This is an optimization exercise on Yosys and OpenROAD, whose aim is small area, a short achievable clock period and few clock cycles, not a production implementation. Only simulation tests tie the RTL to the original design; equivalence was not proved.

==> flow/design.v (excerpt) <==
module h1_parser (
    input  wire        clk,
    input  wire        rst,
    input  wire        cmd_valid,
    output wire        cmd_ready,
    input  wire [15:0] cmd_len,
    input  wire [31:0] cmd_seed,
    input  wire [2:0]  cmd_crc_len,
    input  wire        din_valid,
    output wire        din_ready,
    input  wire [31:0] din_data,
    output wire        rsp_valid,
    input  wire        rsp_ready,
    output wire [2:0]  rsp_status,
    output wire [2:0]  rsp_kind,
    output wire [31:0] rsp_w0,
    output wire [31:0] rsp_w1,
    output wire [31:0] rsp_w2,
    output wire [31:0] rsp_w3,
    output wire [15:0] rsp_h,
    output wire [7:0]  rsp_b0,
    output wire [7:0]  rsp_b1
);
    localparam [2:0] ST_OK = 3'd0, ST_UNKNOWN = 3'd1, ST_TRUNCATED = 3'd2,
                     ST_CRC = 3'd3, ST_TRAILING = 3'd4, ST_MALFORMED = 3'd5;
    localparam [2:0] K_SREQ = 3'd0, K_SREP = 3'd1, K_PING = 3'd2, K_OOO = 3'd3,
                     K_ACK = 3'd4, K_DATA = 3'd5, K_FRAG = 3'd6, K_MULTI = 3'd7;
    localparam [1:0] M_PFX = 2'd0, M_OPC = 2'd1, M_L4 = 2'd2, M_L4B = 2'd3;
    reg         hv;          
  ...
Size: about 410 flip-flops, ~260 I/O pins, roughly 27000 um2 of cells after synthesis.
Settings: LEC_CHECK=0, CAP_MARGIN=20, CORE_MARGIN=2, CORE_UTILIZATION=40, PLACE_DENSITY=0.6, SETUP_SLACK_MARGIN=2.0, SLEW_MARGIN=20, SYNTH_HIERARCHICAL=1, SYNTH_MINIMUM_KEEP_SIZE=0; clock period 5.5 ns.
run.sh (not shown) runs the stock make flow with config.mk's settings and CLKGATE_MAP_FILE= SYNTH_SCRIPT=/design/flow/synth_recipe.tcl, a recipe that flattens the netlist after the stock synthesis.
The baseline produced a clean layout.
Testbench counts at the start, summed over its fixed seeds: cycles 59,858.
Edit:
--- a/flow/config.mk
+++ b/flow/config.mk
@@ -10,2 +10,2 @@
-export CORE_UTILIZATION = 40
-export PLACE_DENSITY = 0.6
+export CORE_UTILIZATION = 50
+export PLACE_DENSITY = 0.72
Clock-buffer cell count went down by 10. Worst hold slack gets better by 0.0052 ns. Via count went up by 1.1%.

Setup of birch:
Another version of the RTL of h1_parser (not shown whole).
For scale: ~3000 cells after synthesis, about 410 flip-flops, about 260 I/O pins, ~28000 sq um of cells after synthesis.
==> flow/config.mk <==
export PLATFORM = sky130hd
export DESIGN_NAME = h1_parser
export DESIGN_NICKNAME = h1_parser
export VERILOG_FILES = /design/flow/design.v
export SDC_FILE = /design/flow/constraint.sdc
export NUM_CORES = 4
export LEC_CHECK = 0
export CAP_MARGIN = 20
export CORE_MARGIN = 2
export CORE_UTILIZATION = 40
export PLACE_DENSITY = 0.6
export SETUP_SLACK_MARGIN = 1.5
export SLEW_MARGIN = 20
export SYNTH_HIERARCHICAL = 1
export SYNTH_MINIMUM_KEEP_SIZE = 0
==> flow/constraint.sdc <==
create_clock -name core_clock -period 5.5 [get_ports {clk}]
set_input_delay 1.1000 -clock core_clock [delete_from_list [all_inputs] [get_ports {clk}]]
set_output_delay 1.1000 -clock core_clock [all_outputs]
set_load 0.01 [all_outputs]
birch completed end to end with timing, DRC and antenna clean.
Testbench counts of birch, summed over its fixed seeds: cycles 59,858.
[inputs] oak vs birch
# birch
export LEC_CHECK = 0
export CAP_MARGIN = 20
export CORE_MARGIN = 2
export CORE_UTILIZATION = 40
export PLACE_DENSITY = 0.6
export SETUP_SLACK_MARGIN = 1.5
export SLEW_MARGIN = 20
export SYNTH_HIERARCHICAL = 1
export SYNTH_MINIMUM_KEEP_SIZE = 0
create_clock -name core_clock -period 5.5 [get_ports {clk}]
# oak
export LEC_CHECK = 0
export CAP_MARGIN = 20
export CORE_MARGIN = 2
export CORE_UTILIZATION = 40
export PLACE_DENSITY = 0.6
export SETUP_SLACK_MARGIN = 2.0
export SLEW_MARGIN = 20
export SYNTH_HIERARCHICAL = 1
export SYNTH_MINIMUM_KEEP_SIZE = 0
create_clock -name core_clock -period 5.5 [get_ports {clk}]
## What came out
The post-route clock period utilization reported for oak is smaller than that of birch by 3.8 points. Diff oak..birch | fraction of registers with async set/reset | unchanged. Of oak and birch, it is oak that has the higher total non-filler cell area in the finished layout. Result: PASS for each of birch and oak.

## afterwards: timing with drivers on the ports
In the flow no input, the clock included, has a driving cell. The finished layouts below were timed again as built, in two steps.
Step 1 sets driving cells, clkbuf_16 on the clock port and buf_2 on the other inputs (assumed; they add their load-dependent delay and slew).
Step 2 adds t to the input delays and takes it off the output delays; t is the mean of the earliest and latest rising clock arrival at the registers after step 1. Input paths then give back, and output paths get back, about the clock's delay inside the block.
Three values: ideal, step 1, step 2; two values: the first two.
| run | t, ns | slack for setup (ns) | worst register clock-pin slew, ns |
|---|---|---|---|
| the first run of note 1 | 0.661 | 2.038 / 2.038 / 1.522 | 0.07 / 0.07 |
| the second run of note 1 | 0.661 | 1.764 / 1.764 / 1.490 | 0.07 / 0.07 |
| birch | 0.669 | 1.683 / 1.683 / 1.072 | 0.07 / 0.07 |
| oak | 0.669 | 1.890 / 1.890 / 1.466 | 0.07 / 0.07 |
After both steps every run listed still meets setup and hold. For birch, which loses most, drivers alone change the setup slack by 0.000 ns; drivers and shift together by -0.611 ns.
